Background: an optimization exercise with open tools, aiming at small area, a short achievable clock period and few clock cycles per item. Do not read the settings as production practice.
At most, simulation tests tie the RTL to the original design; equivalence was not proved.
For runs 3 to 7, only the layout was checked, not whether the RTL still works.
No activity file was given, so power comes from the tool's default toggle rates.

==> design/flow/design.v <==
module gs_addr_calc (
    input  wire        f0,       
    input  wire        f1,       
    input  wire        f2,       
    input  wire [14:0] pg,
    input  wire [6:0]  x,
    input  wire [6:0]  y,
    output wire [28:0] addr
);
    wire       c  = x[2] ^ y[1] ^ y[2];
    wire [28:0] a32 = {3'b000, pg, x[5], y[4], x[4], y[3], x[3], y[2], y[1], x[2], x[1], y[0], x[0]};
    wire [28:0] a8  = {1'b0, pg, x[6], y[5], x[5], y[4], x[4], y[3], y[2], c, x[1], y[0], x[0], x[3], y[1]};
    wire [28:0] a4  = {pg, y[6], x[6], y[5], x[5], y[4], y[3], y[2], c, x[1], y[0], x[0], x[4], x[3], y[1]};
    assign addr = ({29{f0}} & a32) | ({29{f1}} & a8) | ({29{f2}} & a4);
endmodule
module gs_swizzle_agu (
    input  wire        clk,
    input  wire        rst,
    input  wire        cmd_valid,
    output wire        cmd_ready,
    input  wire [1:0]  cmd_fmt,
    input  wire [13:0] cmd_dbp,
    input  wire [5:0]  cmd_dbw,
    input  wire [10:0] cmd_x0,
    input  wire [10:0] cmd_y0,
    input  wire [11:0] cmd_w,
    input  wire [11:0] cmd_h,
    output reg         out_valid,
    input  wire        out_ready,
    output wire [28:0] out_addr,
    output wire        out_last
);
    reg        rdy;         
    reg        setup;       
    reg        f0, f1, f2;  
    reg [5:0]  pw;          
    reg [11:0] w;
    reg [6:0]  x0l;         
    reg [6:0]  xl;          
    reg [6:0]  yl;          
    reg [11:0] cnt;         
    reg        re;          
    reg [11:0] rcnt;        
    reg        lr;          
    reg [14:0] pg;          
    reg [14:0] rb;          
    reg        xc;          
    reg [11:0] bo;          
    reg        sl;          
    assign cmd_ready = rdy;
    assign out_last  = re & lr;
    gs_addr_calc u_calc (
        .f0   (f0),
        .f1   (f1),
        .f2   (f2),
        .pg   (pg),
        .x    (xl),
        .y    (yl),
        .addr (out_addr)
    );
    wire accept  = rdy & cmd_valid;
    wire advance = out_valid & out_ready;
    wire row_end = advance & re;
    wire xc_x0  = f0 ? (&x0l[5:0]) : (&x0l);
    wire xc_inc = ~xl[0] & (&xl[5:1]) & (f0 | xl[6]);
    wire yc_cur = (&yl[4:0]) & (f0 | (yl[5] & (f1 | yl[6])));
    wire yc_inc = ~yl[0] & (&yl[4:1]) & (f0 | (yl[5] & (f1 | yl[6])));
    wire [11:0] b      = bo;
    wire [14:0] ag = rb & {3'd0, b};
    wire [14:0] ap = rb ^ {3'd0, b};
    wire [14:0] g1 = ag | (ap & {ag[13:0], 1'b0});
    wire [14:0] p1 = ap & {ap[13:0], 1'b0};
    wire [14:0] g2 = g1 | (p1 & {g1[12:0], 2'b0});
    wire [14:0] p2 = p1 & {p1[12:0], 2'b0};
    wire [14:0] g3 = g2 | (p2 & {g2[10:0], 4'b0});
    wire [14:0] p3 = p2 & {p2[10:0], 4'b0};
    wire [14:0] g4 = g3 | (p3 & {g3[6:0], 8'b0});
    wire [14:0] rb_sum = ap ^ {g4[13:0], 1'b0};
    wire [5:0] cmd_pw = (cmd_fmt == 2'd0) ? cmd_dbw : {1'b0, cmd_dbw[5:1]};
    wire       ne     = (cmd_w != 12'd0) && (cmd_h != 12'd0);
    wire       sy_nx = (xl[2:0] == 3'd1) ? pg[0] :
                       (xl[2:0] == 3'd2) ? pg[1] :
                       (xl[2:0] == 3'd3) ? pg[2] :
                       (xl[2:0] == 3'd4) ? pg[3] :
                       (xl[2:0] == 3'd5) ? pg[4] : pg[5];
    always @(posedge clk) begin
        if (rst) begin
            rdy       <= 1'b1;
            setup     <= 1'b0;
            out_valid <= 1'b0;
        end else if (accept) begin
            rdy   <= !ne;
            setup <= ne;
        end else if (setup) begin
            if (sl) begin
                setup     <= 1'b0;
                out_valid <= 1'b1;
            end
        end else if (row_end && lr) begin
            out_valid <= 1'b0;
            rdy       <= 1'b1;
        end
    end
    always @(posedge clk) begin
        if (accept) begin
            f0  <= (cmd_fmt == 2'd0);
            f1  <= (cmd_fmt == 2'd1);
            f2  <= cmd_fmt[1];
            pw  <= cmd_pw;
            w   <= cmd_w;
            x0l <= cmd_x0[6:0];
        end
    end
    always @(posedge clk) begin
        if (accept | setup)
            sl <= ~accept & (xl[2:0] == 3'd6);
        if (accept | setup | row_end)
            bo <= accept ? {7'd0, (cmd_fmt == 2'd0) ? cmd_x0[10:6] : {1'b0, cmd_x0[10:7]}} :
                  (setup & ~sl) ? (sy_nx ? cnt : 12'd0) :
                  ((setup ? yc_cur : yc_inc) ? {6'd0, pw} : 12'd0);
    end
    wire en_rb = accept | setup | row_end;
    always @(posedge clk)
        if (en_rb) rb <= accept ? {1'b0, cmd_dbp} : rb_sum;
    wire        ld_pg  = setup | re;
    wire [14:0] pg_inc = pg + {14'd0, xc};
    wire [14:0] pg_cmd = {9'd0, cmd_y0[10:5]};
    wire en_pg = accept | (setup & sl) | advance;
    always @(posedge clk)
        if (en_pg) pg <= accept ? pg_cmd : ld_pg ? rb_sum : pg_inc;
    wire first = setup & sl;                  
    wire en_x  = accept | setup | advance;
    always @(posedge clk)
        if (en_x) begin
            xl <= accept ? ((cmd_fmt == 2'd0) ? 7'd121 : (cmd_fmt == 2'd1) ? 7'd122 : 7'd123) :
                  (first | re & ~setup) ? x0l : xl + 7'd1;
            xc <= (first | re & ~setup) ? xc_x0 : xc_inc;
        end
    wire en_y = accept | row_end;
    always @(posedge clk)
        if (en_y) yl <= accept ? cmd_y0[6:0] : yl + 7'd1;
    wire en_c = accept | setup | advance;
    always @(posedge clk)
        if (en_c) begin
            cnt <= accept ? {6'd0, cmd_pw} :
                   (first | re & ~setup) ? w :
                   setup ? {cnt[10:0], 1'b0} : cnt - 12'd1;
            re  <= (first | re & ~setup) ? (w == 12'd1) : (cnt == 12'd2);
        end
    wire en_r = accept | row_end;
    always @(posedge clk)
        if (en_r) begin
            rcnt <= accept ? cmd_h : rcnt - 12'd1;
            lr   <= accept ? (cmd_h == 12'd1) : (rcnt == 12'd2);
        end
endmodule
==> design/flow/flow/run.sh <==
#!/bin/bash
export BUFFER_PORTS_ARGS="-buffer_cell sky130_fd_sc_hd__buf_1"
bash standard.sh > standard.log 2>&1
==> design/flow/standard.sh <==
#!/bin/bash
# synth_recipe.tcl (not shown) runs the flow's synth.tcl, then flattens the netlist and writes it again
# the make line also repeats each setting of config.mk as NAME=value (left out here)
make -C /OpenROAD-flow-scripts/flow DESIGN_CONFIG=/design/flow/config.mk WORK_HOME=/design/flow/orfs CLKGATE_MAP_FILE= SYNTH_SCRIPT=/design/flow/synth_recipe.tcl "${@:-finish}"
==> design/flow/config.mk <==
export PLATFORM = sky130hd
export DESIGN_NAME = gs_swizzle_agu
export DESIGN_NICKNAME = gs_swizzle_agu
export VERILOG_FILES = /design/flow/design.v
export SDC_FILE = /design/flow/constraint.sdc
export NUM_CORES = 4
export LEC_CHECK = 0
export CAP_MARGIN = 20
export CORE_MARGIN = 2
export CORE_UTILIZATION = 40
export SETUP_SLACK_MARGIN = 2.5
export SLEW_MARGIN = 20
==> design/flow/constraint.sdc <==
create_clock -name core_clock -period 6.0 [get_ports {clk}]
set_input_delay 1.2000 -clock core_clock [delete_from_list [all_inputs] [get_ports {clk}]]
set_output_delay 1.2000 -clock core_clock [all_outputs]
set_load 0.01 [all_outputs]
==> impl_metrics.tcl, run 1 <==
set metrics [dict create \
    status "no timing/DRC/antenna violations" \
    path_clk_slew_ns 0.05 \
    synth_nets 789 \
    grt_max_degree 93 \
    die_x_um 135 \
    ys_ff_latch 115 \
    die_h_um 135 \
    r2r-start "bo[0]" \
    grt_usage 0.199 \
    routed-via-count 5732 \
    dp_hpwl_mm 12.5 \
    hold_depth 2 \
    period_needed_ns 3.14 \
    fin_ws_ns 2.86 \
    core_um2 16600 \
    dp_slack_ns 2.39 \
    syn_to_final_growth_pct 17.2 \
    grt_overflow 0 \
    clockRootBuffer "clkbuf_16" \
    drive_gt1_frac 0.0582 \
    post_synth.cell_area_avg_um2 9.89 \
    synth-main-ff-cell "edfxtp_1" \
    cts.sinks 115 \
    port_buffers 103 \
    layout.nets 876 \
    cts_tree "yes" \
    grt_pass1_vias 5350 \
    cap_violations 0 \
    syn_area_um2 6830 \
    swShare 0.310 \
    drt_iter0_drc 577 \
    htree_levels 4 \
    p_seq_frac 0.400 \
    critPathMaxFanout 27 \
    pwr_density_cell_nw_per_um2 363 \
    hold_slack_ns 0.549 \
    numCtsBuffers 17 \
    start_kind "flop" \
    post_cts_resize_count 0 \
    viasPerCell 5.67 \
    synthArstFlopShare 0 \
    worst_pin_slew_ns 1.02 \
    switching_power_uw 902 \
    p_int_uw 2010 \
    ys_warn_count 1 \
    routedWlPerCell_um 17.4 \
    p_total_uw 2910 \
    tns_ns 0 \
    reg2reg_slack_ns 3.17 \
    diodes 0 \
    finalSetupViolCount 0 \
    first_pass_iters 7 \
    n_fill_cell 1612 \
    leakage_uw 0.00292 \
    min_to "out_valid" \
    clock_tree.buffer_depth 2 \
    hp-class "flop to flop" \
    worst-r2r-cell-count 8 \
    gp_congestion 0.852 \
    ir_worst_vdd_mv 0.248 \
    p_clk_frac 0.373 \
    ioPinCount 104 \
    hold_buffers 0 \
    grt_pass1_wl_mm 28.0 \
    period_share 0.524 \
    design.die.area_um2 18100 \
    start_util 0.410 \
    synthCells 691 \
    worstSkewPairLatency_ns 0.43 \
    fmax_mhz 318 \
    slew_headroom 0.318 \
    rsz0062_at_grt "no" \
    drc 0 \
    skew_ns 0.0111 \
    setup.worst_path.class "flop to primary output" \
    post_cts_buffers 0 \
    rr_endpoint "rb[12]" \
    seq_area_frac_synth 0.501 \
    critPathRequiredTime_ns 4.80 \
    cp-end-kind "primary output" \
    rows 47 \
    hold_viol_final 0 \
    synth_edf_count 112 \
    min_from "out_valid" \
    arrival_ns 1.94 \
    maxSlewViolCount 0 \
    drt_wl_total_mm 17.5 \
    pwr-share-comb 0.227 \
    antenna_found_initial 0 \
    ant_nets 0 \
    synth_cell_type_count 59 \
]
through the flow:
step / utilization / std cells / cell area (um^2)
detailed placement: 0.443 / 979 / 7370
floorplan: - / 691 / 6830
global route: 0.481 / 1011 / 8010
global placement: 0.443 / 979 / 7370
CTS: 0.481 / 1011 / 8010
finish: 0.481 / 1011 / 8010
cell families (layout without fill, tap and decap cells):
logic type | count (synthesis) | in the layout | synth area share
AND/OR/NAND/NOR | 245 | 245 | 0.165
AO/OA/AOI/OAI | 181 | 181 | 0.179
flip-flops | 115 | 115 | 0.501
buffers and inverters | 75 | 175 | 0.0421
XOR/XNOR | 47 | 47 | 0.0603
adder cells (fa/ha/maj) | 26 | 26 | 0.0487
multiplexers | 2 | 2 | 0.00385
layout by cell type (no fill, tap or decap), types with 3 or more instances in the layout:
master | synthesis | layout
a21o_1 | 4 | 4
a21oi_1 | 40 | 40
a221o_1 | 5 | 5
a222oi_1 | 18 | 18
a22o_1 | 11 | 11
a31oi_1 | 11 | 11
and2_1 | 9 | 9
and3_1 | 7 | 7
buf_1 | 7 | 103
buf_4 | 1 | 4
bufinv_16 | 0 | 4
clkbuf_16 | 0 | 17
clkinv_4 | 0 | 4
dfxtp_1 | 3 | 3
edfxtp_1 | 112 | 112
ha_1 | 25 | 25
inv_1 | 36 | 35
nand2_1 | 109 | 107
nand2b_1 | 3 | 3
nand3_1 | 18 | 18
nand4_1 | 5 | 5
nor2_1 | 49 | 49
nor2b_1 | 8 | 8
nor3_1 | 7 | 7
nor4_1 | 13 | 13
o211ai_1 | 13 | 13
o21a_1 | 3 | 3
o21ai_0 | 50 | 50
o21bai_1 | 4 | 4
o31ai_1 | 4 | 4
or2_2 | 4 | 4
or3_1 | 3 | 3
xnor2_1 | 27 | 27
xor2_1 | 20 | 20
layer usage:
metal  share of wire  up-vias  track usage  wire (um)
met4           0.025        0       0.0784        441
met5               0        -            0          0
met3           0.053       31       0.0424        928
met2            0.47      200        0.314       8210
li1                -     2746            -          -
met1            0.45     2755        0.269       7960
how the worst max path moves through the flow:
stage          cells past startpoint       from           to
2_1_floorplan                      4  cmd_valid           f0
3_3_place_gp                       8  cmd_valid        bo[4]
3_5_place_dp                       8  cmd_valid        bo[4]
4_1_cts                            8  cmd_valid        bo[4]
5_1_grt                            8  cmd_valid        bo[4]
6_report                           3         f0  out_addr[7]
area by class of cell:
type                    instances  area, um^2  area share
clock buffers                  18         429      0.0536
clock inverters                14         203      0.0253
inverters                      36         135      0.0169
multi-input cells             501        3130       0.390
flip-flops and latches        115        3420       0.427
well taps                     220         275      0.0344
repair buffers                107         417      0.0520
worst max-delay path, stage by stage, from the launching register on:
cell	delay [ns]
edfxtp_1	0.75
or2_2	0.46
a22o_1	0.18
buf_1	0.13
registers in the layout, summed over array words and instances, names as in the netlist:
register	flops
xc	1
pg	15
lr	1
pw	6
setup	1
cnt	12
rdy	1
sl	1
w	12
f1	1
f2	1
bo	12
re	1
rb	15
rcnt	12
yl	7
f0	1
out_valid	1
x0l	7
xl	7
power groups by stage:
| stage | Clock (uW) | Combinational (uW) | Sequential, uW |
|---|---|---|---|
| floorplan | 0 | 504 | 1110 |
| global placement | 0 | 638 | 1170 |
| detailed placement | 0 | 654 | 1180 |
| CTS | 1100 | 659 | 1160 |
| global route | 1140 | 738 | 1180 |
| finish | 1080 | 659 | 1160 |
Yosys cell counts (all sizes together) (11+ instances only):
master  number  share of area
ha          25          0.046
o21ai       50          0.037
o211ai      13          0.014
a22o        11          0.014
xor2        20          0.026
a21oi       40          0.029
edfxtp     112           0.49
nand2      109          0.060
nor4        13          0.012
nor2        49          0.027
a222oi      18          0.026
a31oi       11          0.010
clkbuf      30          0.017
nand3       18          0.013
xnor2       27          0.035
inv         36          0.020
Testbench counts, summed over its fixed seeds: cycles 223,093, items 220,800.
==> run 2: changes to the inputs <==
--- a/design/flow/config.mk
+++ b/design/flow/config.mk
@@ -9,4 +9,4 @@
 export CORE_MARGIN = 2
 export CORE_UTILIZATION = 40
-export SETUP_SLACK_MARGIN = 2.5
+export SETUP_SLACK_MARGIN = 3.2
 export SLEW_MARGIN = 20
==> run 2 against run 1 <==
Net effect:
- via count shrank 0.79%
- first-iteration DRC count grew 1.2%
- combinational power grew 6.1%
- design area grew 1.5%
- sequential cell count is the same
- routed wire length grew 2.4%
- hold slack lost 0.011 ns
- highest routed layer unchanged
- critical path depth grew 2
- worst setup slack gained 0.22 ns
- clock skew shrank 0.0041 ns
- clock power shrank 11%
- final cell count grew 1.4%
==> impl_metrics.tcl, run 2 <==
set metrics [dict create \
    p_seq_frac 0.411 \
    pwr-share-comb 0.249 \
    p_int_uw 1900 \
    final_common_cell "edfxtp_1" \
    first_pass_iters 9 \
    post_synth.cell_area_avg_um2 9.89 \
    routed-via-count 5687 \
    syn_area_um2 6830 \
    synth_nets 789 \
    gp_congestion 0.842 \
    setup.worst_path.class "flop to primary output" \
    dpl_cell_area_um2 7380 \
    period_needed_ns 2.93 \
    cts.sinks 115 \
    swShare 0.326 \
    start_util 0.410 \
    drt_wl_total_mm 18.0 \
    htree_levels 4 \
    reg.largest.list "pg: 15 flops, rb: 15 flops" \
    dp_hpwl_mm 12.6 \
    worst_pin_slew_ns 0.942 \
    syn_to_final_growth_pct 19.0 \
    drt_iter0_drc 584 \
    rsz0062_at_grt "yes" \
    synth_cell_type_count 59 \
    critPathMaxFanout 3 \
    drc 0 \
    rows 47 \
    clock_tree.buffer_depth 2 \
    leakage_uw 0.00297 \
    maxSlewViolCount 0 \
    ys_top_cells_by_area "edfxtp_1 (49%), nand2_1 (6.0%), ha_1 (4.6%)" \
    yosys.area.top_type "edfxtp_1" \
    hold_viol_final 0 \
    synthTopCellsByCount "edfxtp_1 (112), nand2_1 (109), o21ai_0 (50)" \
    routedWlPerCell_um 17.5 \
    synthArstFlopShare 0 \
    worstSkewPairLatency_ns 0.42 \
    tns_ns 0 \
    seq_area_frac_synth 0.501 \
    ant_nets 0 \
    n_fill_cell 1552 \
    design.die.area_um2 18100 \
    drive_gt1_frac 0.0857 \
    hp-class "flop to flop" \
    numCtsBuffers 17 \
    status "no timing/DRC/antenna violations" \
    core_um2 16600 \
    cts_tree "yes" \
    viasPerCell 5.55 \
    fmax_mhz 342 \
    finalSetupViolCount 0 \
    skew_ns 0.00700 \
    cap_violations 0 \
    grt_usage 0.207 \
    critPathRequiredTime_ns 4.80 \
    die_x_um 135 \
    pwr_density_cell_nw_per_um2 346 \
    ioPinCount 104 \
    start_kind "flop" \
    antenna_found_initial 0 \
    port_buffers 103 \
    synth_edf_count 112 \
    diodes 0 \
    synthCells 691 \
    p_clk_frac 0.341 \
    period_share 0.488 \
    yosysMostFrequentCell "edfxtp_1" \
    ir_worst_vdd_mv 0.223 \
    switching_power_uw 915 \
    grt_pass1_wl_mm 29.1 \
    layout.nets 890 \
    ys_ff_latch 115 \
    synth-main-ff-cell "edfxtp_1" \
    path_clk_slew_ns 0.06 \
    cp-end-kind "primary output" \
    grt_overflow 0 \
    die_h_um 135 \
    fin_area_um2 8130 \
    p_total_uw 2810 \
    slew_headroom 0.370 \
    hold_slack_ns 0.538 \
    clockRootBuffer "clkbuf_16" \
    grt_max_degree 55 \
    grt_pass1_vias 5508 \
    synth_top_area_frac 0.492 \
    arrival_ns 1.73 \
    final_cell_mix "edfxtp_1 (112), nand2_1 (106), buf_1 (102), o21ai_0 (49), nor2_1 (48)" \
    ys_warn_count 1 \
]
-- run 2: cell counts after synthesis --
No cell type changed its count.
-- run 2: layout make-up --
class                   instances  area (um^2)  share of cell area
well taps                     220          275              0.0339
clock inverters                14          130              0.0160
clock buffers                  18          429              0.0528
inverters                      36          138              0.0169
repair buffers                121          554              0.0682
multi-input cells             501         3180               0.391
flip-flops and latches        115         3420               0.421
-- run 2: layer usage --
metal / GRT usage / wire length, um
met3: 0.0394 / 1080
met1: 0.289 / 8210
met4: 0.0719 / 306
met5: 0 / 0
met2: 0.322 / 8360
-- run 2: metrics by stage --
stage | util | instances | setup slack [ns]
final | 0.488 | 1025 | 3.07
after global routing | 0.488 | 1025 | 2.95
after CTS | 0.483 | 1021 | 3.06
after detailed placement | 0.443 | 979 | 2.43
after global placement | 0.443 | 979 | 2.49
after floorplan | - | 691 | 3.17
-- run 2: critical path, stage by stage (launching register included) --
cell and delay (ns):
edfxtp_1 0.47, xnor2_1 0.22, xnor2_1 0.11, a222oi_1 0.30, inv_1 0.07, buf_1 0.13
-- run 2: kinds of logic after synthesis --
| kind of cell | Yosys count | synth area share |
|---|---|---|
| AND/OR/NAND/NOR | 245 | 0.165 |
| AO/OA/AOI/OAI | 181 | 0.179 |
| flip-flops | 115 | 0.501 |
| buffers and inverters | 75 | 0.0421 |
| XOR/XNOR | 47 | 0.0603 |
| adder cells (fa/ha/maj) | 26 | 0.0487 |
| multiplexers | 2 | 0.00385 |
-- run 2: worst paths after layout --
| check | cells after the start | slack, ns | from | end |
|---|---|---|---|---|
| min | 2 | 0.54 | out_valid | out_valid |
| max reg2reg | 8 | 3.27 | rb[0] | rb[10] |
| max | 5 | 3.07 | xl[2] | out_addr[5] |
| min reg2reg | 2 | 0.54 | out_valid | out_valid |
-- run 2: power by group through the flow --
stage / logic (uW) / registers [uW] / clock network (uW)
after floorplan: 505 / 1110 / 0
after global placement: 642 / 1170 / 0
after detailed placement: 655 / 1180 / 0
after CTS: 683 / 1150 / 971
after global routing: 784 / 1170 / 1010
final: 699 / 1150 / 958
-- run 2: timing repair --
action	in CTS	in global routing
hold buffers	0	0
buffers inserted	10	4
pin swaps	9	20
gates resized for setup	4	14
setup endpoints to repair	147	66
gates cloned	0	0
==> run 3: changes to the inputs <==
--- a/design/flow/design.v
+++ b/design/flow/design.v
@@ -6,7 +6,7 @@
     input  wire [6:0]  x,
     input  wire [6:0]  y,
+    input  wire        c,
     output wire [28:0] addr
 );
-    wire       c  = x[2] ^ y[1] ^ y[2];
     wire [28:0] a32 = {3'b000, pg, x[5], y[4], x[4], y[3], x[3], y[2], y[1], x[2], x[1], y[0], x[0]};
     wire [28:0] a8  = {1'b0, pg, x[6], y[5], x[5], y[4], x[4], y[3], y[2], c, x[1], y[0], x[0], x[3], y[1]};
@@ -48,4 +48,5 @@
     reg [11:0] bo;          
     reg        sl;          
+    reg        cx;          
     assign cmd_ready = rdy;
     assign out_last  = re & lr;
@@ -57,4 +58,5 @@
         .x    (xl),
         .y    (yl),
+        .c    (cx),
         .addr (out_addr)
     );
@@ -103,5 +105,5 @@
     end
     always @(posedge clk) begin
-        if (accept) begin
+        if (rdy) begin
             f0  <= (cmd_fmt == 2'd0);
             f1  <= (cmd_fmt == 2'd1);
@@ -112,45 +114,44 @@
         end
     end
+    wire [6:0] xl_inc = xl + 7'd1;
+    wire first = setup & sl;                  
+    wire rs    = first | (re & ~setup);       
     always @(posedge clk) begin
-        if (accept | setup)
-            sl <= ~accept & (xl[2:0] == 3'd6);
-        if (accept | setup | row_end)
-            bo <= accept ? {7'd0, (cmd_fmt == 2'd0) ? cmd_x0[10:6] : {1'b0, cmd_x0[10:7]}} :
+        if (rdy | setup)
+            sl <= ~rdy & (xl[2:0] == 3'd6);
+        if (rdy | setup | row_end)
+            bo <= rdy ? {7'd0, (cmd_fmt == 2'd0) ? cmd_x0[10:6] : {1'b0, cmd_x0[10:7]}} :
                   (setup & ~sl) ? (sy_nx ? cnt : 12'd0) :
                   ((setup ? yc_cur : yc_inc) ? {6'd0, pw} : 12'd0);
     end
-    wire en_rb = accept | setup | row_end;
     always @(posedge clk)
-        if (en_rb) rb <= accept ? {1'b0, cmd_dbp} : rb_sum;
-    wire        ld_pg  = setup | re;
+        if (rdy | setup | row_end) rb <= rdy ? {1'b0, cmd_dbp} : rb_sum;
     wire [14:0] pg_inc = pg + {14'd0, xc};
-    wire [14:0] pg_cmd = {9'd0, cmd_y0[10:5]};
-    wire en_pg = accept | (setup & sl) | advance;
     always @(posedge clk)
-        if (en_pg) pg <= accept ? pg_cmd : ld_pg ? rb_sum : pg_inc;
-    wire first = setup & sl;                  
-    wire en_x  = accept | setup | advance;
+        if (rdy | first | advance) pg <= rdy ? {9'd0, cmd_y0[10:5]} : (setup | re) ? rb_sum : pg_inc;
     always @(posedge clk)
-        if (en_x) begin
-            xl <= accept ? ((cmd_fmt == 2'd0) ? 7'd121 : (cmd_fmt == 2'd1) ? 7'd122 : 7'd123) :
-                  (first | re & ~setup) ? x0l : xl + 7'd1;
-            xc <= (first | re & ~setup) ? xc_x0 : xc_inc;
+        if (rdy | setup | advance) begin
+            xl <= rdy ? ((cmd_fmt == 2'd0) ? 7'd121 : (cmd_fmt == 2'd1) ? 7'd122 : 7'd123) :
+                  rs ? x0l : xl_inc;
+            xc <= rs ? xc_x0 : xc_inc;
         end
-    wire en_y = accept | row_end;
+    wire [6:0] yl_inc = yl + 7'd1;
     always @(posedge clk)
-        if (en_y) yl <= accept ? cmd_y0[6:0] : yl + 7'd1;
-    wire en_c = accept | setup | advance;
+        if (rdy | row_end) yl <= rdy ? cmd_y0[6:0] : yl_inc;
     always @(posedge clk)
-        if (en_c) begin
-            cnt <= accept ? {6'd0, cmd_pw} :
-                   (first | re & ~setup) ? w :
+        if (setup | advance)
+            cx <= rs ? (x0l[2] ^ (re & ~setup ? yl_inc[1] ^ yl_inc[2] : yl[1] ^ yl[2]))
+                     : (xl_inc[2] ^ yl[1] ^ yl[2]);
+    always @(posedge clk)
+        if (rdy | setup | advance) begin
+            cnt <= rdy ? {6'd0, cmd_pw} :
+                   rs ? w :
                    setup ? {cnt[10:0], 1'b0} : cnt - 12'd1;
-            re  <= (first | re & ~setup) ? (w == 12'd1) : (cnt == 12'd2);
+            re  <= rs ? (w == 12'd1) : (cnt == 12'd2);
         end
-    wire en_r = accept | row_end;
     always @(posedge clk)
-        if (en_r) begin
-            rcnt <= accept ? cmd_h : rcnt - 12'd1;
-            lr   <= accept ? (cmd_h == 12'd1) : (rcnt == 12'd2);
+        if (rdy | row_end) begin
+            rcnt <= rdy ? cmd_h : rcnt - 12'd1;
+            lr   <= rdy ? (cmd_h == 12'd1) : (rcnt == 12'd2);
         end
 endmodule
--- a/design/flow/config.mk
+++ b/design/flow/config.mk
@@ -9,4 +9,4 @@
 export CORE_MARGIN = 2
 export CORE_UTILIZATION = 40
-export SETUP_SLACK_MARGIN = 3.2
+export SETUP_SLACK_MARGIN = 3.6
 export SLEW_MARGIN = 20
==> run 3 against run 2 <==
Net effect:
- synthesized cell count fell by 2.0%
- first-iteration DRC count rose by 7.5%
- sequential power barely moved
- critical path depth fell by 1
- routed wire length rose by 11%
- core utilization rose by 1.1 points
- power rose by 1.8%
- worst setup slack improved by 0.095 ns
- clock power barely moved
- hold slack got worse by 0.015 ns
- largest power group unchanged
==> impl_metrics.tcl, run 3 <==
set metrics [dict create \
    worst_pin_slew_ns 0.821 \
    clockRootBuffer "clkbuf_16" \
    drt_wl_total_mm 19.9 \
    skew_ns 0.00492 \
    reg.largest.list "pg: 15 flops, rb: 15 flops" \
    ir_worst_vdd_mv 0.235 \
    grt_pass1_vias 5647 \
    diodes 0 \
    rows 48 \
    synthArstFlopShare 0 \
    cp-end-kind "primary output" \
    routed-via-count 5981 \
    start_kind "flop" \
    cts.sinks 116 \
    status "no timing/DRC/antenna violations" \
    fin_ws_ns 3.17 \
    synth_edf_count 113 \
    cap_violations 0 \
    finalSetupViolCount 0 \
    grt_pass1_wl_mm 30.0 \
    antenna_found_initial 0 \
    ys_ff_latch 116 \
    hold_buffers 0 \
    dp_hpwl_mm 13.1 \
    final_common_cell "edfxtp_1" \
    setup.worst_path.class "flop to primary output" \
    layout.nets 893 \
    synthCells 677 \
    synth_nets 776 \
    yosysMostFrequentCell "edfxtp_1" \
    core_um2 17400 \
    path_clk_slew_ns 0.05 \
    fmax_mhz 353 \
    slew_headroom 0.451 \
    period_needed_ns 2.83 \
    synth_top_area_frac 0.478 \
    first_pass_iters 6 \
    routedWlPerCell_um 19.3 \
    grt_max_degree 67 \
    hp-class "flop to flop" \
    synth-main-ff-cell "edfxtp_1" \
    ioPinCount 104 \
    numCtsBuffers 17 \
    clock_tree.buffer_depth 2 \
    rsz0062_at_grt "yes" \
    die_h_um 137 \
    seq_area_frac_synth 0.486 \
    design.die.area_um2 18800 \
    critPathMaxFanout 6 \
    hold_viol_final 0 \
    start_util 0.409 \
    finalCoreUtilization 0.500 \
    worstSkewPairLatency_ns 0.41 \
    maxSlewViolCount 0 \
    synth_cell_type_count 64 \
    port_buffers 103 \
    post_synth.cell_area_avg_um2 10.5 \
    pwr_density_cell_nw_per_um2 330 \
    grt_usage 0.209 \
    leakage_uw 0.00329 \
    ant_nets 0 \
    fin_area_um2 8670 \
    critPathRequiredTime_ns 4.80 \
    drc 0 \
    yosys.area.top_type "edfxtp_1" \
    final_cell_mix "edfxtp_1 (113), buf_1 (94), nand2_1 (65), nor2_1 (43), inv_1 (39)" \
    viasPerCell 5.80 \
    dpl_cell_area_um2 7640 \
    cts_tree "yes" \
    gp_congestion 0.872 \
    drive_gt1_frac 0.170 \
    htree_levels 4 \
    dp_slack_ns 3.08 \
    reg2reg_slack_ns 3.67 \
    ys_warn_count 1 \
    p_total_uw 2860 \
    synthTopCellsByCount "edfxtp_1 (113), nand2_1 (67), nor2_1 (45)" \
    tns_ns 0 \
    syn_to_final_growth_pct 22.1 \
    period_share 0.472 \
    ys_top_cells_by_area "edfxtp_1 (48%), ha_1 (4.6%), nand2_1 (3.5%)" \
    die_x_um 137 \
    grt_overflow 0 \
    drt_iter0_drc 628 \
    arrival_ns 1.63 \
    syn_area_um2 7100 \
]
run 3: routing by layer:
| layer | vias to the layer above | global-route usage | wire (um) |
|---|---|---|---|
| met5 | - | 0 | 0 |
| met4 | 0 | 0.0619 | 327 |
| met3 | 33 | 0.0504 | 1440 |
| met2 | 244 | 0.338 | 9600 |
| met1 | 2907 | 0.278 | 8570 |
| li1 | 2797 | - | - |
run 3: worst max-delay path: stages, from the launching register on:
cell and delay (ns):
edfxtp_1 0.46, buf_6 0.18, or2_4 0.25, a22o_1 0.19, buf_2 0.14
run 3: worst paths after layout:
| kind | startpoint | depth (start not counted) | end |
|---|---|---|---|
| setup / recovery | f1 | 4 | out_addr[8] |
| hold / removal | pw[3] | 2 | bo[3] |
| setup reg to reg | xl[0] | 10 | bo[9] |
| hold reg to reg | pw[3] | 2 | bo[3] |
run 3: metrics by stage:
step / hold slack [ns] / std cells
5_1_grt: 0.554 / 1031
6_report: 0.522 / 1031
3_5_place_dp: 0.516 / 969
4_1_cts: 0.530 / 1017
3_3_place_gp: 0.518 / 969
2_1_floorplan: 0.495 / 677
run 3: cells by family after synthesis:
| kind of cell | Yosys count | share of synthesized area |
|---|---|---|
| AOI/OAI and AO/OA | 180 | 0.179 |
| xor gates and xnor gates | 49 | 0.0604 |
| adders and majority gates | 27 | 0.0486 |
| buffers and inverters | 77 | 0.0423 |
| DFF | 116 | 0.486 |
| muxes | 19 | 0.0301 |
| and+or+nand+nor | 209 | 0.154 |
run 3: cell type report:
| cell class | instances | area (um^2) |
|---|---|---|
| tap | 225 | 282 |
| fill | 1588 | 8680 |
| timing repair buffer | 135 | 738 |
| multi-input combinational | 485 | 3500 |
| clock buffer | 19 | 433 |
| clock inverter | 12 | 115 |
| inverter | 39 | 146 |
| sequential | 116 | 3460 |
run 3: power breakdown:
part	total, uW	internal [uW]	switching, uW
clock network	959	600	359
registers	1150	1030	123
logic	751	318	433
total	2860	1950	914
run 3: repair_timing:
action	4_1_cts	5_1_grt
gates resized for setup	16	36
endpoints found under the setup margin	111	87
buffers inserted	16	11
pin swaps	7	17
gates cloned	1	3
==> run 4: changes to the inputs <==
--- a/design/flow/config.mk
+++ b/design/flow/config.mk
@@ -9,4 +9,4 @@
 export CORE_MARGIN = 2
 export CORE_UTILIZATION = 40
-export SETUP_SLACK_MARGIN = 3.6
+export SETUP_SLACK_MARGIN = 3.2
 export SLEW_MARGIN = 20
==> run 4 against run 3 <==
Net effect:
- global-route usage barely moved
- maximum frequency shrank 0.34%
- design area down 2.9%
- register-to-register slack worse by 0.25 ns
- clock power is 5% higher
- hold slack gained 0.00078 ns
- routed wire length down 5.4%
- clock skew increased by 0.0050 ns
==> impl_metrics.tcl, run 4 <==
set metrics [dict create \
    ioPinCount 104 \
    maxSlewViolCount 0 \
    synthCells 677 \
    path_cells "buf_4, buf_4, a222oi_1, inv_1, buf_1" \
    fin_ws_ns 3.16 \
    routed-via-count 5863 \
    slew_headroom 0.442 \
    layout.nets 881 \
    fmax_mhz 352 \
    worst_pin_slew_ns 0.835 \
    leakage_uw 0.00320 \
    reg.largest.list "pg: 15 flops, rb: 15 flops" \
    skew_ns 0.00988 \
    dpl_cell_area_um2 7650 \
    ir_worst_vdd_mv 0.253 \
    die_h_um 137 \
    gp_congestion 0.842 \
    synthTopCellsByCount "edfxtp_1 (113), nand2_1 (67), nor2_1 (45)" \
    pwr_density_cell_nw_per_um2 338 \
    final_cell_mix "edfxtp_1 (113), buf_1 (92), nand2_1 (65), nor2_1 (43)" \
    period_needed_ns 2.84 \
    ant_nets 0 \
    viasPerCell 5.75 \
    finalCoreUtilization 0.485 \
    fin_area_um2 8420 \
    synth-main-ff-cell "edfxtp_1" \
    grt_pass1_vias 5744 \
    tns_ns 0 \
    synth_nets 776 \
    rows 48 \
    slowest_stage "edfxtp_1" \
    port_buffers 103 \
    clockRootBuffer "clkbuf_16" \
    grt_overflow 0 \
    cts_tree "yes" \
    start_util 0.409 \
    synthSimpleGateAreaFrac 0.154 \
    placedCellCount 971 \
    start_kind "flop" \
    period_share 0.473 \
    diodes 0 \
    core_um2 17400 \
    status "no timing/DRC/antenna violations" \
    muxShareOfSynthArea 0.0301 \
    setup.worst_path.class "flop to primary output" \
    drt_iter0_drc 529 \
    hold_viol_final 0 \
    synthAdderAreaFrac 0.0486 \
    ys_top_cells_by_area "edfxtp_1 (48%), ha_1 (4.6%), nand2_1 (3.5%)" \
    cp_slowest_stage_delay_ns 0.44 \
    ys_ff_latch 116 \
    ys_warn_count 1 \
    dp_slack_ns 2.82 \
    synth_top_area_frac 0.478 \
    seq_area_frac_synth 0.486 \
    yosys.area.top_type "edfxtp_1" \
    synth_compound_area_frac 0.179 \
    cts.sinks 116 \
    path_clk_slew_ns 0.05 \
    cap_violations 0 \
    syn_to_final_growth_pct 18.6 \
    antenna_found_initial 0 \
    routedWlPerCell_um 18.5 \
    first_pass_iters 8 \
    htree_levels 4 \
    synth_cell_type_count 64 \
    crit_top_cell "buf_4" \
    drive_gt1_frac 0.137 \
    die_x_um 137 \
    final_common_cell "edfxtp_1" \
    synth-xor-area-share 0.0604 \
    arrival_ns 1.64 \
    synthArstFlopShare 0 \
    rsz0062_at_grt "yes" \
    post_synth.cell_area_avg_um2 10.5 \
    critPathMaxFanout 5 \
    syn_area_um2 7100 \
    critPathRequiredTime_ns 4.80 \
    grt_pass1_wl_mm 30.1 \
    grt_usage 0.208 \
    hp-class "flop to flop" \
    clock_tree.buffer_depth 2 \
    yosysMostFrequentCell "edfxtp_1" \
    numCtsBuffers 17 \
    synth_edf_count 113 \
    worstSkewPairLatency_ns 0.42 \
    finalNonFillerCells 1020 \
    hold_buffers 0 \
    synth_top_family_by_area "compound AO/OA/AOI/OAI gates" \
    drc 0 \
    grt_max_degree 71 \
    finalSetupViolCount 0 \
    drt_wl_total_mm 18.9 \
    design.die.area_um2 18800 \
    dp_hpwl_mm 13.2 \
    cp-end-kind "primary output" \
]
## run 4: layer usage
layer	track usage	up-vias	wire (um)
li1	-	2775	-
met1	0.275	2833	8360
met2	0.347	220	9130
met3	0.0397	35	1130
met4	0.0664	0	253
met5	0	-	0
## run 4: per-stage QoR
stage               total power (uW)  hold slack [ns]
finish                          2850            0.523
detailed placement              1810            0.517
global placement                1790            0.529
floorplan                       1600            0.495
CTS                             2850            0.525
global route                    2980            0.550
## run 4: cell families after synthesis
group / after synthesis
AND/OR/NAND/NOR: 209
AO/OA/AOI/OAI: 180
flip-flops: 116
buffers and inverters: 77
XOR/XNOR: 49
adder cells (fa/ha/maj): 27
multiplexers: 19
## run 4: report_power, final
group / switching [uW] / internal, uW
logic: 391 / 281
clock network: 350 / 665
registers: 135 / 1030
## run 4: layout make-up
| type | instances | area, um^2 |
|---|---|---|
| Multi-Input combinational cell | 484 | 3370 |
| Inverter | 39 | 146 |
| Sequential cell | 116 | 3460 |
| Timing Repair Buffer | 124 | 581 |
| Clock buffer | 28 | 517 |
| Tap cell | 225 | 282 |
| Clock inverter | 4 | 70.1 |
| Fill cell | 1610 | 8930 |
## run 4: final timing paths
check | start | endpoint | slack, ns | cells past startpoint
worst max-delay path | f2 | out_addr[3] | 3.16 | 5
worst min register to register | pw[3] | bo[3] | 0.52 | 2
worst min-delay path | pw[3] | bo[3] | 0.52 | 2
worst max register to register | setup | cnt[4] | 3.42 | 6
## run 4: worst max-delay path: cells and delay by family, from the launching register on
kind                   cells  cell delay, ns
buffers and inverters      4            0.51
AO/OA/AOI/OAI              1            0.28
flip-flops                 1            0.44
## run 4: repair_timing
item / CTS / global route
pin swaps: 1 / 16
cloned: 0 / 0
setup buffers: 11 / 6
endpoints found under the setup margin: 56 / 60
resized for setup: 5 / 18
==> run 5: changes to the inputs <==
--- a/design/flow/config.mk
+++ b/design/flow/config.mk
@@ -9,4 +9,6 @@
 export CORE_MARGIN = 2
 export CORE_UTILIZATION = 40
+export CTS_BUF_LIST = sky130_fd_sc_hd__clkbuf_4 sky130_fd_sc_hd__clkbuf_8
+export CTS_CLUSTER_SIZE = 30
 export SETUP_SLACK_MARGIN = 3.2
 export SLEW_MARGIN = 20
==> run 5 against run 4 <==
Net effect:
- critical endpoint is now out_addr[15]
- worst setup slack got worse by 0.0045 ns
- core utilization shrank 0.94 points
- highest routed layer unchanged
- final cell count hardly changed
- sequential share of layout area grew 0.81 points
- power down 8.8%
- clock-buffer cell count stayed put
- largest cell class unchanged
- sequential cell count is the same
- still clean
- global-route usage is 0.12 points lower
- hold slack better by 0.0080 ns
==> impl_metrics.tcl, run 5 <==
set metrics [dict create \
    synth_cell_type_count 64 \
    cpLargestDelayFamily "flip-flops" \
    period_needed_ns 2.85 \
    rsz0062_at_grt "yes" \
    switching_power_uw 841 \
    post_synth.cell_area_avg_um2 10.5 \
    path_cells "buf_6, a222oi_1, inv_1, buf_1" \
    ys_warn_count 1 \
    die_x_um 137 \
    synth_nets 776 \
    diodes 0 \
    grt_max_degree 71 \
    synthCells 677 \
    yosys.area.top_type "edfxtp_1" \
    synthTopCellsByCount "edfxtp_1 (113), nand2_1 (67), nor2_1 (45)" \
    hp-class "flop to flop" \
    p_int_uw 1760 \
    cp-end-kind "primary output" \
    slowest_stage "edfxtp_1" \
    maxSlewViolCount 0 \
    syn_to_final_growth_pct 16.3 \
    drive_gt1_frac 0.141 \
    design.die.area_um2 18800 \
    fmax_mhz 351 \
    skew_ns 0.0111 \
    grt_pass1_wl_mm 30.1 \
    synthArstFlopShare 0 \
    p_seq_frac 0.446 \
    cap_violations 0 \
    grt_pass1_vias 5710 \
    hold_viol_final 0 \
    drt_iter0_drc 537 \
    p_clk_frac 0.295 \
    ioPinCount 104 \
    ir_worst_vdd_mv 0.169 \
    period_share 0.474 \
    start_util 0.409 \
    final_cell_mix "edfxtp_1 (113), buf_1 (94), nand2_1 (65), nor2_1 (43)" \
    clock_tree.buffer_depth 2 \
    cts_tree "yes" \
    cp_slowest_stage_delay_ns 0.49 \
    tns_ns 0 \
    synth_top_area_frac 0.478 \
    clockRootBuffer "clkbuf_8" \
    drt_wl_total_mm 19.1 \
    layout.nets 880 \
    synth-main-ff-cell "edfxtp_1" \
    p_total_uw 2600 \
    ys_ff_latch 116 \
    pwr-share-comb 0.259 \
    htree_levels 4 \
    finalSetupViolCount 0 \
    hold_slack_ns 0.531 \
    placedCellCount 971 \
    reg.largest.list "pg: 15 flops, rb: 15 flops" \
    routed-via-count 5812 \
    pwr_density_cell_nw_per_um2 314 \
    critPathRequiredTime_ns 4.80 \
    yosysMostFrequentCell "edfxtp_1" \
    status "no timing/DRC/antenna violations" \
    crit_buf_inv 3 \
    drc 0 \
    gp_congestion 0.842 \
    port_buffers 103 \
    swShare 0.324 \
    finalNonFillerCells 1019 \
    first_pass_iters 8 \
    viasPerCell 5.70 \
    routedWlPerCell_um 18.7 \
    path_clk_slew_ns 0.07 \
    rows 48 \
    seq_area_frac_synth 0.486 \
    arrival_ns 1.65 \
    ys_top_cells_by_area "edfxtp_1 (48%), ha_1 (4.6%), nand2_1 (3.5%)" \
    worstSkewPairLatency_ns 0.44 \
    leakage_uw 0.00313 \
    die_h_um 137 \
    setup.worst_path.class "flop to primary output" \
    worst_pin_slew_ns 0.847 \
    start_kind "flop" \
    synth_edf_count 113 \
    cts.sinks 116 \
    slew_headroom 0.434 \
    critPathMaxFanout 7 \
    numCtsBuffers 17 \
    dp_hpwl_mm 13.2 \
    final_common_cell "edfxtp_1" \
    antenna_found_initial 0 \
    syn_area_um2 7100 \
    n_fill_cell 1634 \
    core_um2 17400 \
    grt_usage 0.207 \
    grt_overflow 0 \
    ant_nets 0 \
]
## run 5: cell counts after synthesis
Identical to the previous run, type by type.
## run 5: worst paths after layout
kind              slack, ns           end  start  depth (start not counted)
setup / recovery       3.15  out_addr[15]     f2                          4
hold / removal         0.53         bo[3]  pw[3]                          2
setup reg to reg       3.42        cnt[4]  setup                          6
hold reg to reg        0.53         bo[3]  pw[3]                          2
## run 5: through the flow
stage | cell area (um^2) | util | setup slack, ns
3_5_place_dp | 7650 | 0.441 | 2.82
3_3_place_gp | 7650 | 0.441 | 2.87
5_1_grt | 8260 | 0.476 | 3.05
6_report | 8260 | 0.476 | 3.15
4_1_cts | 8200 | 0.472 | 3.18
2_1_floorplan | 7100 | - | 3.37
## run 5: area by class of cell
cell class / count / area [um^2] / area share
inverters: 39 / 146 / 0.0177
multi-input cells: 484 / 3380 / 0.409
well taps: 225 / 282 / 0.0341
clock buffers: 28 / 348 / 0.0421
clock inverters: 4 / 70.1 / 0.00848
repair buffers: 123 / 579 / 0.0701
flip-flops and latches: 116 / 3460 / 0.419
## run 5: timing repair
item,4_1_cts,5_1_grt
buffers inserted,14,2
setup endpoints to repair,56,61
hold buffers,0,0
resized for setup,8,16
endpoints found under the hold margin,0,0
pin swaps,10,6
## run 5: worst min-delay path: stages (launching register included)
cell      delay, ns
edfxtp_1       0.32
a222oi_1       0.06
inv_1          0.06
## run 5: power by group through the flow
stage          Sequential (uW)  Combinational, uW  Clock [uW]
3_3_place_gp              1190                604           0
2_1_floorplan             1110                490           0
3_5_place_dp              1190                621           0
4_1_cts                   1160                657         777
6_report                  1160                672         765
5_1_grt                   1170                749         808
## run 5: metal layers
layer | track usage | vias to the layer above | part of all wire
met5 | 0 | - | 0
met4 | 0.0504 | 0 | 0.0097
met3 | 0.0408 | 15 | 0.069
met2 | 0.348 | 229 | 0.48
met1 | 0.276 | 2802 | 0.44
li1 | - | 2766 | -
## run 5: cell families (layout without fill, tap and decap cells)
| group | after synthesis | after routing | synth area share |
|---|---|---|---|
| AOI/OAI and AO/OA | 180 | 180 | 0.179 |
| xor gates and xnor gates | 49 | 49 | 0.0604 |
| adders and majority gates | 27 | 27 | 0.0486 |
| buffers and inverters | 77 | 194 | 0.0423 |
| DFF | 116 | 116 | 0.486 |
| muxes | 19 | 19 | 0.0301 |
| and+or+nand+nor | 209 | 209 | 0.154 |
==> run 6: changes to the inputs <==
--- a/design/flow/config.mk
+++ b/design/flow/config.mk
@@ -8,5 +8,5 @@
 export CAP_MARGIN = 20
 export CORE_MARGIN = 2
-export CORE_UTILIZATION = 40
+export CORE_UTILIZATION = 60
 export CTS_BUF_LIST = sky130_fd_sc_hd__clkbuf_4 sky130_fd_sc_hd__clkbuf_8
 export CTS_CLUSTER_SIZE = 30
==> run 6 against run 5 <==
Net effect:
- largest power group unchanged
- die area decreased by 32%
- clock skew increased by 0.0011 ns
- critical endpoint is now out_addr[12]
- worst setup slack worse by 0.035 ns
- still clean on timing, DRC and antenna
- global-route usage up 7.0 points
- critical path type unchanged
- core utilization is 23 points higher
- maximum frequency shrank 1.2%
- first-iteration DRC count is 26% higher
==> impl_metrics.tcl, run 6 <==
set metrics [dict create \
    worst-path-stages 4 \
    synth_edf_count 113 \
    yosysMostFrequentCell "edfxtp_1" \
    crit_end "out_addr[12]" \
    rsz0062_at_grt "yes" \
    ant_nets 0 \
    grt_max_degree 71 \
    drive_gt1_frac 0.128 \
    synthArstFlopShare 0 \
    slowest_stage "edfxtp_1" \
    core_um2 11500 \
    cp-end-kind "primary output" \
    synth_nets 776 \
    ir_worst_vdd_mv 0.270 \
    synthTopCellsByCount "edfxtp_1 (113), nand2_1 (67), nor2_1 (45)" \
    route.met2.wl_mm 8.29 \
    post_synth.cell_area_avg_um2 10.5 \
    routedWlPerCell_um 18.6 \
    synthCells 677 \
    gp_congestion 0.877 \
    critPathRequiredTime_ns 4.80 \
    synth_top_family_by_area "compound AO/OA/AOI/OAI gates" \
    grt_overflow 0 \
    leakage_uw 0.00306 \
    yosys.area.top_type "edfxtp_1" \
    worst-r2r-cell-count 8 \
    synth_top_area_frac 0.478 \
    finalCoreUtilization 0.704 \
    period_share 0.480 \
    cts.sinks 116 \
    final_common_cell "edfxtp_1" \
    synthSimpleGateAreaFrac 0.154 \
    hp-class "flop to flop" \
    reg.largest.list "pg: 15 flops, rb: 15 flops" \
    final_cell_mix "edfxtp_1 (113), buf_1 (95), nand2_1 (67), nor2_1 (43)" \
    dpl_cell_area_um2 7550 \
    rows 39 \
    hold_buffers 0 \
    dp_slack_ns 3.36 \
    clockRootBuffer "clkbuf_8" \
    die_x_um 113 \
    synth-main-ff-cell "edfxtp_1" \
    layout.nets 873 \
    synth_cell_type_count 64 \
    arrival_ns 1.68 \
    r2r-start "bo[0]" \
    cts_tree "yes" \
    skew_ns 0.0122 \
    dp_hpwl_mm 12.2 \
    fmax_mhz 347 \
    hold_slack_ns 0.536 \
    start_kind "flop" \
    synth-xor-area-share 0.0604 \
    finalSetupViolCount 0 \
    hold_viol_final 0 \
    cp_slowest_stage_delay_ns 0.46 \
    wl_met3_mm 1.27 \
    htree_levels 4 \
    port_buffers 103 \
    syn_area_um2 7100 \
    fin_ws_ns 3.12 \
    ioPinCount 104 \
    routed-via-count 5838 \
    drt_iter0_drc 674 \
    die_h_um 113 \
    viasPerCell 6.28 \
    setup.worst_path.class "flop to primary output" \
    rr_endpoint "pg[10]" \
    reg2reg_slack_ns 3.44 \
    routed.top_layer "met4" \
    numCtsBuffers 17 \
    grt_pass1_wl_mm 27.4 \
    path_cells "buf_4, or2_4, a22o_1, buf_2" \
    drt_wl_total_mm 17.3 \
    slew_headroom 0.331 \
    start_util 0.619 \
    ys_warn_count 1 \
    synth_compound_area_frac 0.179 \
    n_fill_cell 886 \
    seqCellArea_um2 3460 \
    grt_pass1_vias 5440 \
    ys_ff_latch 116 \
    muxShareOfSynthArea 0.0301 \
    clock_tree.buffer_depth 2 \
    worst_pin_slew_ns 1.00 \
    diodes 0 \
    fin_area_um2 8080 \
    first_pass_iters 12 \
    crit_buf_inv 2 \
    worstSkewPairLatency_ns 0.45 \
    period_needed_ns 2.88 \
    cap_violations 0 \
    maxSlewViolCount 0 \
    cpLargestDelayFamily "flip-flops" \
    critPathMaxFanout 5 \
    drc 0 \
    status "no timing/DRC/antenna violations" \
    grt_usage 0.277 \
    seq_area_frac_synth 0.486 \
    ys_top_cells_by_area "edfxtp_1 (48%), ha_1 (4.6%), nand2_1 (3.5%)" \
    tns_ns 0 \
    multiInputGateArea_um2 3370 \
    syn_to_final_growth_pct 13.7 \
    antenna_found_initial 0 \
    path_clk_slew_ns 0.08 \
    design.die.area_um2 12700 \
    wl_met1_mm 7.24 \
    pwr_density_cell_nw_per_um2 318 \
    cp-startpoint "f2" \
    synthAdderAreaFrac 0.0486 \
]
-- run 6: worst min-delay path, cell delays in order (launching register included) --
cell      delay, ns
edfxtp_1       0.32
a32oi_1        0.06
nand2_1        0.05
-- run 6: how the worst min path moves through the flow --
stage               start     to  cells past startpoint
detailed placement  pw[4]  bo[4]                      2
floorplan           pw[4]  bo[4]                      2
global route        pw[4]  bo[4]                      2
finish              pw[4]  bo[4]                      2
CTS                 pw[4]  bo[4]                      2
global placement    pw[3]  bo[3]                      2
-- run 6: metal layers --
metal / GRT usage / vias to the layer above
li1: - / 2750
met1: 0.371 / 2744
met2: 0.448 / 300
met3: 0.0584 / 44
met4: 0.106 / 0
met5: 0 / -
-- run 6: where the power goes --
| part | switching [uW] | internal (uW) |
|---|---|---|
| logic | 380 | 269 |
| clock network | 345 | 413 |
| registers | 134 | 1030 |
| total | 858 | 1710 |
-- run 6: kinds of logic (layout without fill, tap and decap cells) --
kind of cell,count (synthesis),after routing
AOI/OAI and AO/OA,180,180
xor gates and xnor gates,49,49
adders and majority gates,27,27
buffers and inverters,77,187
DFF,116,116
muxes,19,19
and+or+nand+nor,209,209
-- run 6: repair_timing --
action	4_1_cts	5_1_grt
hold endpoints to repair	0	0
resized for setup	3	16
endpoints found under the setup margin	29	29
cloned	0	0
setup buffers	8	1
pin swaps	2	8
-- run 6: cell type report --
cell class	instances	share of cell area
timing repair buffer	116	0.0631
inverter	39	0.0181
multi-input combinational	484	0.417
clock inverter	15	0.0226
tap	143	0.0222
sequential	116	0.428
clock buffer	17	0.0290
-- run 6: per-stage QoR --
stage | total power, uW | instances
after floorplan | 1600 | 677
after global placement | 1780 | 889
after detailed placement | 1800 | 889
after CTS | 2560 | 929
after global routing | 2700 | 930
final | 2570 | 930
==> run 7: changes to the inputs <==
--- a/design/flow/config.mk
+++ b/design/flow/config.mk
@@ -11,4 +11,4 @@
 export CTS_BUF_LIST = sky130_fd_sc_hd__clkbuf_4 sky130_fd_sc_hd__clkbuf_8
 export CTS_CLUSTER_SIZE = 30
-export SETUP_SLACK_MARGIN = 3.2
+export SETUP_SLACK_MARGIN = 3.5
 export SLEW_MARGIN = 20
==> run 7 against run 6 <==
Net effect:
- critical path depth unchanged
- global-route usage up 2.1 points
- register-to-register slack improved by 0.14 ns
- final cell count up 1.6%
- maximum frequency down 0.25%
- worst setup slack got worse by 0.0073 ns
- routed wire length rose by 7.3%
- sequential share of layout area fell by 1.3 points
- first-iteration DRC count grew 11%
- power grew 7.9%
- still clean
==> impl_metrics.tcl, run 7 <==
set metrics [dict create \
    yosysMostFrequentCell "edfxtp_1" \
    cap_violations 0 \
    clock_tree.buffer_depth 2 \
    worst-r2r-cell-count 9 \
    maxSlewViolCount 0 \
    critPathRequiredTime_ns 4.80 \
    grt_overflow 0 \
    leakage_uw 0.00320 \
    ant_nets 0 \
    final_cell_mix "edfxtp_1 (113), buf_1 (97), nand2_1 (67), nor2_1 (44)" \
    cp-end-kind "primary output" \
    r2r-start "xl[0]" \
    finalSetupViolCount 0 \
    syn_to_final_growth_pct 17.2 \
    fin_area_um2 8330 \
    synthTopCellsByCount "edfxtp_1 (113), nand2_1 (67), nor2_1 (45)" \
    reg2reg_slack_ns 3.58 \
    period_share 0.481 \
    core_um2 11500 \
    numCtsBuffers 17 \
    grt.met1_usage 0.396 \
    syn_area_um2 7100 \
    seqCellArea_um2 3460 \
    grt_usage 0.299 \
    top_usage_layer "met2" \
    first_pass_iters 6 \
    arrival_ns 1.69 \
    met2_usage 0.485 \
    ioPinCount 104 \
    start_util 0.619 \
    routed-via-count 5952 \
    seq_area_frac_synth 0.486 \
    antenna_found_initial 0 \
    post_synth.cell_area_avg_um2 10.5 \
    fmax_mhz 346 \
    synth_nets 776 \
    die_h_um 113 \
    critPathMaxFanout 5 \
    viasPerCell 6.30 \
    die_x_um 113 \
    slew_headroom 0.435 \
    worstSkewPairLatency_ns 0.46 \
    worst_pin_slew_ns 0.845 \
    path_clk_slew_ns 0.08 \
    synthCells 677 \
    status "no timing/DRC/antenna violations" \
    hp-class "flop to flop" \
    htree_levels 4 \
    n_fill_cell 832 \
    start_kind "flop" \
    rsz0062_at_grt "yes" \
    drc 0 \
    synth_top_area_frac 0.478 \
    min_to "bo[3]" \
    diodes 0 \
    drt_wl_total_mm 18.5 \
    dpl_cell_area_um2 7560 \
    rr_endpoint "bo[1]" \
    grt_pass1_wl_mm 29.5 \
    cts.sinks 116 \
    hold_viol_final 0 \
    dp_hpwl_mm 12.4 \
    setup.worst_path.class "flop to primary output" \
    min_from "pw[3]" \
    period_needed_ns 2.89 \
    multiInputGateArea_um2 3410 \
    cp-startpoint "f1" \
    synth_edf_count 113 \
    tns_ns 0 \
    grt_pass1_vias 5608 \
    use_met3 0.0589 \
    pwr_density_cell_nw_per_um2 332 \
    routedWlPerCell_um 19.6 \
    ys_ff_latch 116 \
    rows 39 \
    ir_worst_vdd_mv 0.279 \
    final_common_cell "edfxtp_1" \
    yosys.area.top_type "edfxtp_1" \
    drive_gt1_frac 0.147 \
    skew_ns 0.0136 \
    reg.largest.list "pg: 15 flops, rb: 15 flops" \
    layout.nets 888 \
    gp_congestion 0.908 \
    port_buffers 103 \
    grt_max_degree 61 \
    drt_iter0_drc 745 \
    ys_top_cells_by_area "edfxtp_1 (48%), ha_1 (4.6%), nand2_1 (3.5%)" \
    cts_tree "yes" \
    synth_cell_type_count 64 \
    ys_warn_count 1 \
    synth-main-ff-cell "edfxtp_1" \
    design.die.area_um2 12700 \
    synthArstFlopShare 0 \
    clockRootBuffer "clkbuf_8" \
    hold_depth 2 \
]
==> run 7: critical path, stage by stage, from the launching register on <==
cell and delay, ns:
edfxtp_1 0.47, buf_4 0.18, a222oi_1 0.37, inv_1 0.08, buf_1 0.14
==> run 7: cell type report <==
| cell class | count | area share |
|---|---|---|
| repair buffers | 131 | 0.0772 |
| flip-flops and latches | 116 | 0.415 |
| multi-input cells | 484 | 0.409 |
| clock buffers | 17 | 0.0281 |
| inverters | 39 | 0.0176 |
| well taps | 143 | 0.0215 |
| clock inverters | 15 | 0.0311 |
==> run 7: power by group <==
group / leakage (uW) / total [uW] / internal (uW) / switching (uW)
registers: 0.00120 / 1150 / 1030 / 127
logic: 0.00175 / 706 / 296 / 410
clock network: 0.000240 / 910 / 574 / 336
total: 0.00320 / 2770 / 1900 / 873
==> run 7: worst max-delay path by stage <==
stage / end / cells after the start
floorplan: bo[0] / 3
global placement: pg[9] / 3
detailed placement: out_addr[9] / 4
CTS: out_addr[7] / 4
global route: out_addr[5] / 4
finish: out_addr[4] / 4
==> run 7: routing by layer <==
metal / part of all wire / up-vias
met2: 0.49 / 265
met4: 0.028 / 0
met3: 0.068 / 40
met5: 0 / -
li1: - / 2792
met1: 0.41 / 2855
==> run 7: cell families after synthesis <==
kind of cell,after synthesis,synth area share
AOI/OAI and AO/OA,180,0.179
xor gates and xnor gates,49,0.0604
adders and majority gates,27,0.0486
buffers and inverters,77,0.0423
DFF,116,0.486
muxes,19,0.0301
and+or+nand+nor,209,0.154
==> run 7: stage by stage <==
step                       util  hold WS (ns)  total power, uW  std cells  setup slack, ns
after floorplan               -         0.495             1600        677             3.51
after global placement    0.659         0.513             1780        890             3.41
after detailed placement  0.659         0.527             1800        890             3.32
after CTS                 0.716         0.551             2740        935             3.13
after global routing      0.726         0.569             2900        945             2.99
final                     0.726         0.563             2770        945             3.11
==> run 7: what timing repair did <==
action,in CTS,in global routing
pin swaps,7,16
endpoints found under the setup margin,65,40
buffers inserted,13,9
resized for setup,13,10
hold buffers,0,0
==> run 8: changes to the inputs <==
--- a/design/flow/design.v
+++ b/design/flow/design.v
@@ -47,4 +47,6 @@
     reg        xc;          
     reg [11:0] bo;          
+    reg        sel;
+    reg        s0;          
     reg        sl;          
     reg        cx;          
@@ -68,5 +70,5 @@
     wire yc_cur = (&yl[4:0]) & (f0 | (yl[5] & (f1 | yl[6])));
     wire yc_inc = ~yl[0] & (&yl[4:1]) & (f0 | (yl[5] & (f1 | yl[6])));
-    wire [11:0] b      = bo;
+    wire [11:0] b      = bo & {12{sel}};
     wire [14:0] ag = rb & {3'd0, b};
     wire [14:0] ap = rb ^ {3'd0, b};
@@ -81,9 +83,9 @@
     wire [5:0] cmd_pw = (cmd_fmt == 2'd0) ? cmd_dbw : {1'b0, cmd_dbw[5:1]};
     wire       ne     = (cmd_w != 12'd0) && (cmd_h != 12'd0);
-    wire       sy_nx = (xl[2:0] == 3'd1) ? pg[0] :
-                       (xl[2:0] == 3'd2) ? pg[1] :
-                       (xl[2:0] == 3'd3) ? pg[2] :
-                       (xl[2:0] == 3'd4) ? pg[3] :
-                       (xl[2:0] == 3'd5) ? pg[4] : pg[5];
+    wire       sy_nx = (xl[2:0] == 3'd1) ? cnt[0] :
+                       (xl[2:0] == 3'd2) ? cnt[1] :
+                       (xl[2:0] == 3'd3) ? cnt[2] :
+                       (xl[2:0] == 3'd4) ? cnt[3] :
+                       (xl[2:0] == 3'd5) ? cnt[4] : cnt[5];
     always @(posedge clk) begin
         if (rst) begin
@@ -118,10 +120,13 @@
     wire rs    = first | (re & ~setup);       
     always @(posedge clk) begin
+        if (rdy | setup) begin
+            s0 <= rdy;
+            sl <= ~rdy & (xl[2:0] == 3'd6);
+        end
         if (rdy | setup)
-            sl <= ~rdy & (xl[2:0] == 3'd6);
+            bo <= rdy ? {7'd0, (cmd_fmt == 2'd0) ? cmd_x0[10:6] : {1'b0, cmd_x0[10:7]}} :
+                  (s0 | sl) ? {6'd0, pw} : {bo[10:0], 1'b0};
         if (rdy | setup | row_end)
-            bo <= rdy ? {7'd0, (cmd_fmt == 2'd0) ? cmd_x0[10:6] : {1'b0, cmd_x0[10:7]}} :
-                  (setup & ~sl) ? (sy_nx ? cnt : 12'd0) :
-                  ((setup ? yc_cur : yc_inc) ? {6'd0, pw} : 12'd0);
+            sel <= rdy | (setup & ~sl ? sy_nx : setup ? yc_cur : yc_inc);
     end
     always @(posedge clk)
@@ -129,5 +134,5 @@
     wire [14:0] pg_inc = pg + {14'd0, xc};
     always @(posedge clk)
-        if (rdy | first | advance) pg <= rdy ? {9'd0, cmd_y0[10:5]} : (setup | re) ? rb_sum : pg_inc;
+        if (first | advance) pg <= (setup | re) ? rb_sum : pg_inc;
     always @(posedge clk)
         if (rdy | setup | advance) begin
@@ -144,8 +149,6 @@
                      : (xl_inc[2] ^ yl[1] ^ yl[2]);
     always @(posedge clk)
-        if (rdy | setup | advance) begin
-            cnt <= rdy ? {6'd0, cmd_pw} :
-                   rs ? w :
-                   setup ? {cnt[10:0], 1'b0} : cnt - 12'd1;
+        if (rdy | first | advance) begin
+            cnt <= rdy ? {6'd0, cmd_y0[10:5]} : rs ? w : cnt - 12'd1;
             re  <= rs ? (w == 12'd1) : (cnt == 12'd2);
         end
--- a/design/flow/config.mk
+++ b/design/flow/config.mk
@@ -10,5 +10,6 @@
 export CORE_UTILIZATION = 60
 export CTS_BUF_LIST = sky130_fd_sc_hd__clkbuf_4 sky130_fd_sc_hd__clkbuf_8
-export CTS_CLUSTER_SIZE = 30
-export SETUP_SLACK_MARGIN = 3.5
+export CTS_CLUSTER_DIAMETER = 150
+export CTS_CLUSTER_SIZE = 40
+export SETUP_SLACK_MARGIN = 3.2
 export SLEW_MARGIN = 20
==> run 8 against run 7 <==
Net effect:
- routed wire length shrank 8.8%
- global-route usage fell by 2.4 points
- synthesized cell count decreased by 1.3%
- register-to-register slack lost 0.16 ns
- power fell by 13%
- largest power group unchanged
- design area down 4.1%
- hold slack worse by 0.0041 ns
- sequential power barely moved
==> impl_metrics.tcl, run 8 <==
set metrics [dict create \
    period_share 0.494 \
    p_total_uw 2410 \
    reg.largest.list "pg: 15 flops, rb: 15 flops" \
    maxSlewViolCount 0 \
    seq_area_frac_synth 0.505 \
    ys_top_cells_by_area "edfxtp_1 (50%), ha_1 (4.7%), nand2_1 (4.2%)" \
    diodes 0 \
    grt_pass1_wl_mm 27.1 \
    ys_ff_latch 118 \
    synth_nets 767 \
    die_h_um 112 \
    htree_levels 4 \
    ys_warn_count 1 \
    arrival_ns 1.76 \
    worst-path-stages 4 \
    final_cell_mix "edfxtp_1 (115), buf_1 (95), nand2_1 (76), o21ai_0 (56), nor2_1 (34)" \
    rr_endpoint "pg[12]" \
    worst-r2r-cell-count 10 \
    finalCoreUtilization 0.702 \
    synthArstFlopShare 0 \
    tns_ns 0 \
    routedWlPerCell_um 18.2 \
    path_clk_slew_ns 0.08 \
    yosys.area.top_type "edfxtp_1" \
    yosysMostFrequentCell "edfxtp_1" \
    drt_wl_total_mm 16.9 \
    drc 0 \
    gp_congestion 0.918 \
    dpl_cell_area_um2 7420 \
    slowest_stage "edfxtp_1" \
    cpLargestDelayFamily "flip-flops" \
    cap_violations 0 \
    r2r-start "sel" \
    synthTopCellsByCount "edfxtp_1 (115), nand2_1 (77), o21ai_0 (56)" \
    layout.nets 874 \
    critPathMaxFanout 8 \
    n_fill_cell 901 \
    clock_tree.buffer_depth 2 \
    met2_usage 0.430 \
    synthCells 668 \
    drive_gt1_frac 0.103 \
    clockRootBuffer "clkbuf_8" \
    syn_to_final_growth_pct 14.8 \
    cts.sinks 118 \
    fmax_mhz 337 \
    dp_hpwl_mm 11.7 \
    rsz0062_at_grt "yes" \
    ir_worst_vdd_mv 0.256 \
    status "no timing/DRC/antenna violations" \
    syn_area_um2 6950 \
    pwr_density_cell_nw_per_um2 302 \
    synth_top_area_frac 0.497 \
    hp-class "flop to flop" \
    synth_edf_count 115 \
    routed-via-count 5699 \
    path_cells "buf_6, a222oi_1, inv_1, buf_1" \
    antenna_found_initial 0 \
    grt_pass1_vias 5539 \
    start_util 0.611 \
    design.die.area_um2 12500 \
    first_pass_iters 10 \
    skew_ns 0.0146 \
    worstSkewPairLatency_ns 0.45 \
    port_buffers 103 \
    grt.met1_usage 0.371 \
    cp-end-kind "primary output" \
    grt_max_degree 66 \
    crit_buf_inv 3 \
    drt_iter0_drc 894 \
    ant_nets 0 \
    use_met3 0.0708 \
    slew_headroom 0.443 \
    period_needed_ns 2.96 \
    synth-main-ff-cell "edfxtp_1" \
    hold_viol_final 0 \
    numCtsBuffers 17 \
    final_common_cell "edfxtp_1" \
    grt_usage 0.275 \
    cts_tree "yes" \
    synth_cell_type_count 49 \
    finalSetupViolCount 0 \
    setup.worst_path.class "flop to primary output" \
    rows 39 \
    worst_pin_slew_ns 0.836 \
    viasPerCell 6.12 \
    top_usage_layer "met2" \
    cp_slowest_stage_delay_ns 0.52 \
    leakage_uw 0.00299 \
    ioPinCount 104 \
    core_um2 11400 \
    start_kind "flop" \
    post_synth.cell_area_avg_um2 10.4 \
    die_x_um 112 \
    cp-startpoint "f1" \
    reg2reg_slack_ns 3.42 \
    hold_slack_ns 0.559 \
    critPathRequiredTime_ns 4.80 \
    crit_end "out_addr[25]" \
    grt_overflow 0 \
    fin_area_um2 7980 \
    hold_buffers 0 \
]
-- run 8: worst min-delay path by stage --
stage	startpoint	end	slack [ns]	cells past startpoint
2_1_floorplan	bo[9]	bo[10]	0.52	1
3_3_place_gp	bo[10]	bo[11]	0.54	1
3_5_place_dp	bo[5]	bo[6]	0.54	1
4_1_cts	bo[5]	bo[6]	0.56	1
5_1_grt	bo[5]	bo[6]	0.59	1
6_report	bo[5]	bo[6]	0.56	1
-- run 8: cell families after synthesis --
family / count (synthesis) / synth area share
AO/OA/AOI/OAI: 156 / 0.147
multiplexers: 22 / 0.0342
flip-flops: 118 / 0.505
XOR/XNOR: 52 / 0.0655
AND/OR/NAND/NOR: 229 / 0.164
adder cells (fa/ha/maj): 27 / 0.0497
buffers and inverters: 64 / 0.0346
-- run 8: final cells by class --
| cell class | instances | area [um^2] | share of cell area |
|---|---|---|---|
| Clock buffer | 21 | 264 | 0.0331 |
| Inverter | 32 | 124 | 0.0155 |
| Timing Repair Buffer | 120 | 568 | 0.0712 |
| Sequential cell | 118 | 3520 | 0.441 |
| Multi-Input combinational cell | 486 | 3200 | 0.401 |
| Clock inverter | 11 | 128 | 0.0160 |
| Tap cell | 143 | 179 | 0.0224 |
-- run 8: per-stage QoR --
step	cells	setup slack (ns)
6_report	931	3.04
4_1_cts	928	2.95
3_3_place_gp	885	2.98
2_1_floorplan	668	3.45
3_5_place_dp	885	2.89
5_1_grt	931	2.97
-- run 8: layer usage --
| layer | wire, um | vias to the layer above | part of all wire |
|---|---|---|---|
| met5 | 0 | - | 0 |
| li1 | - | 2699 | - |
| met4 | 414 | 0 | 0.024 |
| met2 | 7860 | 263 | 0.46 |
| met1 | 7300 | 2707 | 0.43 |
| met3 | 1330 | 30 | 0.079 |
-- run 8: timing repair --
item,CTS,global route
setup buffers,10,3
setup endpoints to repair,46,48
pin swaps,19,5
gates resized for setup,13,6
gates cloned,1,0
-- run 8: power breakdown --
part	leakage [uW]	internal (uW)	total, uW	switching (uW)
sequential	0.00119	1030	1120	94.1
combinational	0.00161	233	561	328
clock	0.000196	388	728	339
total	0.00299	1650	2410	761
Testbench counts of run 8, summed over its fixed seeds: cycles 223,093, items 220,800.

Setup slack of run 8, layout unchanged: 3.036 ns with ideal ports, 3.001 ns with driving cells assumed (clock clkbuf_16, inputs buf_2), 3.323 ns with port delays also shifted by the 0.475 ns mid clock arrival.
